Source: an optimization exercise on an open RTL-to-GDS flow (aim: small area). Production flows keep margins and buffers that such runs may drop.
At most, simulation tests tie the RTL to the original design; equivalence was not proved.

## run A
==> flow/design.v <==
module synth_osc (
    input  wire        en,        
    input  wire        kind,      
    input  wire [11:0] period,
    input  wire        u,
    input  wire [10:0] z,
    output wire        next_u,
    output wire [10:0] next_z,
    output wire [16:0] addend
);
    wire [10:0] half = period[11:1];
    wire [11:0] zi   = z + 1'b1;
    wire        eq1  = (zi == {1'b0, half});       
    wire        eq2  = (z == half);                
    wire        wrap  = u && (period[0] ? eq2 : eq1);
    wire        at_h  = !u && eq1;
    wire        upper = u && !wrap;                
    assign next_u = upper || at_h;
    assign next_z = (wrap || at_h) ? 11'd0 : zi[10:0];
    wire [10:0] y  = z & {11{!wrap}};
    wire [15:0] lo = {{5{!wrap}}, ~z & {11{!wrap}}};
    reg [11:0] r, a, b, t;
    reg [12:0] cy;
    reg [15:0] f;
    reg        sub;
    integer i, j;
    always @(*) begin
        r = {1'b0, y};
        for (i = 15; i >= 0; i = i - 1) begin
            sub   = !r[11];
            a     = {r[10:0], lo[i]};
            b     = {1'b0, half} ^ {12{sub}};
            cy[0] = sub;
            for (j = 0; j < 12; j = j + 1) begin
                t[j]    = a[j] ^ b[j] ^ cy[j];
                cy[j+1] = (a[j] & b[j]) | (cy[j] & (a[j] ^ b[j]));
            end
            f[i] = !t[11];
            r    = t;
        end
    end
    wire is_tri = en && kind;
    assign addend = {is_tri & at_h, (is_tri ? f : 16'hffff) ^ {16{!(en && upper)}}};
endmodule
module voice_synth (
    input  wire        clk,
    input  wire        rst,
    input  wire [15:0] cfg_divisor,
    input  wire [3:0]  cfg_kind,
    input  wire [47:0] cfg_period,
    input  wire        tx_ready,
    output reg  [7:0]  tx_data,
    output reg         tx_accept
);
    localparam [1:0] P_COMPUTE = 2'd0, P_SENDACK = 2'd1, P_IDLE = 2'd2;
    reg [1:0] ph;
    reg [1:0] k;
    reg [15:0] w;
    reg        z;
    reg [11:0] c0, c1, c2, c3;
    reg [1:0]  pos;
    reg [11:0] per;      
    reg [1:0]  step;
    reg        fresh;
    reg [17:0] acc;
    wire [1:0] pos_next = pos + 1'b1;
    wire xfer = (ph == P_SENDACK) && tx_ready;
    wire run  = xfer || (step != 2'd0);
    wire [11:0] nphase;
    wire [16:0] addend;
    synth_osc unit (
        .en         (run),
        .kind       (cfg_kind[pos]),
        .period     (per),
        .u          (c0[11]),
        .z          (c0[10:0]),
        .next_u     (nphase[11]),
        .next_z     (nphase[10:0]),
        .addend     (addend)
    );
    wire [2:0]  ntri = cfg_kind[0] + cfg_kind[1] + cfg_kind[2] + cfg_kind[3];
    wire [17:0] base = xfer ? -{15'd0, ntri} : acc;
    always @(posedge clk) begin
        c0 <= c1; c1 <= c2; c2 <= c3;
        c3 <= run ? nphase : (fresh ? 12'd0 : c0);
        pos <= pos + 1'b1;
        per <= cfg_period[pos_next*12 +: 12];
        if (rst) begin
            ph        <= P_COMPUTE;
            k         <= 2'd0;
            tx_accept <= 1'b0;
            tx_data   <= 8'd0;
            w         <= cfg_divisor;
            z         <= 1'b1;
            step      <= 2'd0;
            fresh     <= 1'b1;
            c3        <= 12'd0;
            pos       <= 2'd0;
            acc <= {(ntri == 3'd0) ? 8'd0   :
                    (ntri == 3'd1) ? 8'd63  :
                    (ntri == 3'd2) ? 8'd127 :
                    (ntri == 3'd3) ? 8'd191 : 8'd255, 10'd0};
        end else begin
            z <= (w == 16'd1);
            w <= (w == 16'd1) ? cfg_divisor : w - 1'b1;
            case (ph)
                P_COMPUTE: begin
                    if (k == 2'd2) begin
                        ph <= P_SENDACK;
                        k  <= 2'd0;
                    end else
                        k <= k + 1'b1;
                end
                P_SENDACK: begin
                    if (tx_ready) begin
                        ph        <= P_IDLE;
                        tx_accept <= 1'b1;
                        tx_data   <= acc[17:10];
                    end else
                        k <= 2'd1;
                end
                default: begin
                    tx_accept <= 1'b0;
                    if (z)
                        ph <= P_COMPUTE;
                    else if (k != 2'd2)
                        k <= k + 1'b1;
                end
            endcase
            acc <= base + addend;
            if (run) begin
                fresh <= 1'b0;
                step  <= step + 1'b1;
            end
        end
    end
endmodule
export LEC_CHECK = 0
export CAP_MARGIN = 0
export CORE_MARGIN = 2
export CORE_UTILIZATION = 50
export SLEW_MARGIN = 0
create_clock -name core_clock -period 90.0 [get_ports {clk}]
run.sh (not shown) runs the stock make flow with config.mk's settings and CLKGATE_MAP_FILE= SYNTH_SCRIPT=/design/flow/synth_recipe.tcl, a recipe that flattens the netlist after the stock synthesis.
Input-level comparison between run B and run A:
--- a/flow/design.v
+++ b/flow/design.v
@@ -1,5 +1,4 @@
 module synth_osc (
-    input  wire        en,        
     input  wire        kind,      
     input  wire [11:0] period,
     input  wire        u,
@@ -39,8 +38,7 @@
             r    = t;
         end
     end
-    wire is_tri = en && kind;
-    assign addend = {is_tri & at_h, (is_tri ? f : 16'hffff) ^ {16{!(en && upper)}}};
+    assign addend = {kind & at_h, (kind ? f : 16'hffff) ^ {16{!upper}}};
 endmodule
 module voice_synth (
     input  wire        clk,
@@ -59,19 +57,16 @@
     reg        z;
     reg [11:0] c0, c1, c2, c3;
     reg [1:0]  pos;
-    reg [11:0] per;      
     reg [1:0]  step;
     reg        fresh;
     reg [17:0] acc;
-    wire [1:0] pos_next = pos + 1'b1;
     wire xfer = (ph == P_SENDACK) && tx_ready;
     wire run  = xfer || (step != 2'd0);
     wire [11:0] nphase;
     wire [16:0] addend;
     synth_osc unit (
-        .en         (run),
         .kind       (cfg_kind[pos]),
-        .period     (per),
+        .period     (cfg_period[pos*12 +: 12]),
         .u          (c0[11]),
         .z          (c0[10:0]),
         .next_u     (nphase[11]),
@@ -84,7 +79,6 @@
         c0 <= c1; c1 <= c2; c2 <= c3;
         c3 <= run ? nphase : (fresh ? 12'd0 : c0);
         pos <= pos + 1'b1;
-        per <= cfg_period[pos_next*12 +: 12];
         if (rst) begin
             ph        <= P_COMPUTE;
             k         <= 2'd0;
@@ -96,10 +90,10 @@
             fresh     <= 1'b1;
             c3        <= 12'd0;
             pos       <= 2'd0;
-            acc <= {(ntri == 3'd0) ? 8'd0   :
-                    (ntri == 3'd1) ? 8'd63  :
-                    (ntri == 3'd2) ? 8'd127 :
-                    (ntri == 3'd3) ? 8'd191 : 8'd255, 10'd0};
+            acc[17:10] <= (ntri == 3'd0) ? 8'd0   :
+                          (ntri == 3'd1) ? 8'd63  :
+                          (ntri == 3'd2) ? 8'd127 :
+                          (ntri == 3'd3) ? 8'd191 : 8'd255;
         end else begin
             z <= (w == 16'd1);
             w <= (w == 16'd1) ? cfg_divisor : w - 1'b1;
@@ -127,10 +121,10 @@
                         k <= k + 1'b1;
                 end
             endcase
-            acc <= base + addend;
             if (run) begin
                 fresh <= 1'b0;
                 step  <= step + 1'b1;
+                acc   <= base + addend;
             end
         end
     end
==> comparison <==
- Comparing worst setup slack for run B and run A, the smaller number came from run B.
- Against run A, run B comes in 8.1 points higher on fraction of final layout cells with drive strength greater than 1.
- Run A → run B: total met3 wirelength after detailed routing now sits higher; count of non-CTS inverters in the layout now sits lower; cell area after placement now sits higher; clock tree buffer count of the final layout now sits lower; post-detailed-route via-to-cell ratio now sits higher.
- Run B vs. run A: met1 track demand over resource increased 1.4 points; die outline width increased 0.33%; worst setup slack before clock tree synthesis decreased 17.53 ns.
- Worst hold slack came out higher on run B than on run A.
- Going from run A to run B, synthesized-area fraction occupied by and/or/nand/nor cells increased 1.2 points, worst reg-to-reg path cell count increased 2.4%.
- Share of cell area taken by muxes after synthesis delta for run B relative to run A: 0.53 points higher
For run B, only the layout was checked, not whether the RTL still works.

========
Another version of the RTL of voice_synth (not shown whole).
Size: ~100 flip-flops, roughly 80 I/O pins, about 0.012 mm2 of cells after synthesis.
==> module synth_osc, before the edit <==
module synth_osc (
    input  wire        kind,      
    input  wire [11:0] period,
    input  wire [11:0] phase,     
    output wire [11:0] next_phase,
    output wire [16:0] addend
);
    wire [10:0] half = period[11:1];
    wire [11:0] inc  = phase + 1'b1;
    wire        wrap = (inc == period);
    assign next_phase = wrap ? 12'd0 : inc;
    wire [12:0] e     = {1'b0, phase} - {2'b0, half};
    wire        upper = !wrap && !e[12];           
    wire        at_h  = &e;                        
    wire [10:0] y  = wrap ? 11'd0 : upper ? e[10:0] : phase[10:0];
    wire [15:0] lo = {{5{!wrap}}, ~y & {11{!wrap}}};
    reg [11:0] r, a, b, t;
    reg [12:0] cy;
    reg [15:0] f;
    reg        sub;
    integer i, j;
    always @(*) begin
        r = {1'b0, y};
        for (i = 15; i >= 0; i = i - 1) begin
            sub   = !r[11];
            a     = {r[10:0], lo[i]};
            b     = {1'b0, half} ^ {12{sub}};
            cy[0] = sub;
            for (j = 0; j < 12; j = j + 1) begin
                t[j]    = a[j] ^ b[j] ^ cy[j];
                cy[j+1] = (a[j] & b[j]) | (cy[j] & (a[j] ^ b[j]));
            end
            f[i] = !t[11];
            r    = t;
        end
    end
    assign addend = {kind & at_h, (kind ? f : 16'hffff) ^ {16{!upper}}};
endmodule
==> module voice_synth, before the edit <==
module voice_synth (
    input  wire        clk,
    input  wire        rst,
    input  wire [15:0] cfg_divisor,
    input  wire [3:0]  cfg_kind,
    input  wire [47:0] cfg_period,
    input  wire        tx_ready,
    output reg  [7:0]  tx_data,
    output reg         tx_accept
);
    localparam [1:0] P_COMPUTE = 2'd0, P_SENDACK = 2'd1, P_IDLE = 2'd2;
    reg [1:0] ph;
    reg [1:0] k;
    reg [15:0] w;
    reg        z;
    reg [11:0] c0, c1, c2, c3;
    reg [1:0]  pos;
    reg [1:0]  step;
    reg        fresh;
    reg [17:0] acc;
    wire xfer = (ph == P_SENDACK) && tx_ready;
    wire run  = xfer || (step != 2'd0);
    wire [11:0] nphase;
    wire [16:0] addend;
    synth_osc unit (
        .kind       (cfg_kind[pos]),
        .period     (cfg_period[pos*12 +: 12]),
        .phase      (c0),
        .next_phase (nphase),
        .addend     (addend)
    );
    wire [2:0]  ntri = cfg_kind[0] + cfg_kind[1] + cfg_kind[2] + cfg_kind[3];
    wire [17:0] base = xfer ? -{15'd0, ntri} : acc;
    always @(posedge clk) begin
        c0 <= c1; c1 <= c2; c2 <= c3;
        c3 <= run ? nphase : (fresh ? 12'd0 : c0);
        pos <= pos + 1'b1;
        if (rst) begin
            ph        <= P_COMPUTE;
            k         <= 2'd0;
            tx_accept <= 1'b0;
            tx_data   <= 8'd0;
            w         <= cfg_divisor;
            z         <= 1'b1;
            step      <= 2'd0;
            fresh     <= 1'b1;
            c3        <= 12'd0;
            pos       <= 2'd0;
            acc[17:10] <= (ntri == 3'd0) ? 8'd0   :
                          (ntri == 3'd1) ? 8'd63  :
                          (ntri == 3'd2) ? 8'd127 :
                          (ntri == 3'd3) ? 8'd191 : 8'd255;
        end else begin
            z <= (w == 16'd1);
            w <= (w == 16'd1) ? cfg_divisor : w - 1'b1;
            case (ph)
                P_COMPUTE: begin
                    if (k == 2'd2) begin
                        ph <= P_SENDACK;
                        k  <= 2'd0;
                    end else
                        k <= k + 1'b1;
                end
                P_SENDACK: begin
                    if (tx_ready) begin
                        ph        <= P_IDLE;
                        tx_accept <= 1'b1;
                        tx_data   <= acc[17:10];
                    end else
                        k <= 2'd1;
                end
                default: begin
                    tx_accept <= 1'b0;
                    if (z)
                        ph <= P_COMPUTE;
                    else if (k != 2'd2)
                        k <= k + 1'b1;
                end
            endcase
            if (run) begin
                fresh <= 1'b0;
                step  <= step + 1'b1;
                acc   <= base + addend;
            end
        end
    end
endmodule
make LEC_CHECK=0 CAP_MARGIN=0 CORE_MARGIN=2 CORE_UTILIZATION=50 SLEW_MARGIN=0 finish   # period 90.0 ns
Edit:
--- a/flow/design.v
+++ b/flow/design.v
@@ -1,22 +1,26 @@
 module synth_osc (
     input  wire        kind,      
     input  wire [11:0] period,
-    input  wire [11:0] phase,     
-    output wire [11:0] next_phase,
+    input  wire        u,
+    input  wire [10:0] z,
+    output wire        next_u,
+    output wire [10:0] next_z,
     output wire [16:0] addend
 );
     wire [10:0] half = period[11:1];
-    wire [11:0] inc  = phase + 1'b1;
-    wire        wrap = (inc == period);
-    assign next_phase = wrap ? 12'd0 : inc;
-    wire [12:0] e     = {1'b0, phase} - {2'b0, half};
-    wire        upper = !wrap && !e[12];           
-    wire        at_h  = &e;                        
-    wire [10:0] y  = wrap ? 11'd0 : upper ? e[10:0] : phase[10:0];
-    wire [15:0] lo = {{5{!wrap}}, ~y & {11{!wrap}}};
+    wire [11:0] zi   = z + 1'b1;
+    wire        eq1  = (zi == {1'b0, half});       
+    wire        eq2  = (z == half);                
+    wire        wrap  = u && (period[0] ? eq2 : eq1);
+    wire        at_h  = !u && eq1;
+    wire        upper = u && !wrap;                
+    assign next_u = upper || at_h;
+    assign next_z = (wrap || at_h) ? 11'd0 : zi[10:0];
+    wire [10:0] y  = z & {11{!wrap}};
+    wire [15:0] lo = {{5{!wrap}}, ~z & {11{!wrap}}};
     reg [11:0] r, a, b, t;
     reg [12:0] cy;
     reg [15:0] f;
     reg        sub;
     integer i, j;
     always @(*) begin
@@ -50,32 +54,37 @@
     reg [1:0] ph;
     reg [1:0] k;
     reg [15:0] w;
     reg        z;
     reg [11:0] c0, c1, c2, c3;
     reg [1:0]  pos;
+    reg [11:0] per;      
     reg [1:0]  step;
     reg        fresh;
     reg [17:0] acc;
+    wire [1:0] pos_next = pos + 1'b1;
     wire xfer = (ph == P_SENDACK) && tx_ready;
     wire run  = xfer || (step != 2'd0);
     wire [11:0] nphase;
     wire [16:0] addend;
     synth_osc unit (
         .kind       (cfg_kind[pos]),
-        .period     (cfg_period[pos*12 +: 12]),
-        .phase      (c0),
-        .next_phase (nphase),
+        .period     (per),
+        .u          (c0[11]),
+        .z          (c0[10:0]),
+        .next_u     (nphase[11]),
+        .next_z     (nphase[10:0]),
         .addend     (addend)
     );
     wire [2:0]  ntri = cfg_kind[0] + cfg_kind[1] + cfg_kind[2] + cfg_kind[3];
     wire [17:0] base = xfer ? -{15'd0, ntri} : acc;
     always @(posedge clk) begin
         c0 <= c1; c1 <= c2; c2 <= c3;
         c3 <= run ? nphase : (fresh ? 12'd0 : c0);
         pos <= pos + 1'b1;
+        per <= cfg_period[pos_next*12 +: 12];
         if (rst) begin
             ph        <= P_COMPUTE;
             k         <= 2'd0;
             tx_accept <= 1'b0;
             tx_data   <= 8'd0;
             w         <= cfg_divisor;
- flip-flop and latch count rose by 12
- final area falls by about 6%
- register-to-register slack degrades by 3.3 ns
- synthesized area shrinks by about 0.5%
- non-clock buffer count fell by 85
- worst setup slack improved by 14 ns
- global-route usage falls by 2.8 points
Function was not checked in any run of this note: the RTL went through the layout flow alone.

[what the ideal ports hide]
Ports are ideal in the flow. The routed layouts listed here were re-timed in OpenROAD.
Step 1, drivers: a clkbuf_16 drives clk and a buf_2 each remaining input, both assumed.
Step 2 moves the port delays by t, midway between the first and last clock arrival at a register: inputs arrive t later, outputs are due t later. That takes back most of the time a late clock gives input paths.
Three values: ideal ports, drivers, drivers and shift; two values: the first two.
run | t, ns | setup WS [ns] | worst register clock-pin slew, ns
run A | 0.455 | 16.362 / 16.362 / 16.362 | 0.06 / 0.06
run B | 0.383 | 2.890 / 2.907 / 2.524 | 0.08 / 0.08
the first run of note 2 | 0.387 | 3.124 / 3.109 / 2.722 | 0.08 / 0.08
the second run of note 2 | 0.455 | 16.887 / 16.887 / 16.887 | 0.06 / 0.06
After both steps every run listed still meets setup and hold. The setup slack of the first run of note 2, which loses most, moves by -0.015 ns with the drivers and by -0.402 ns with both steps.
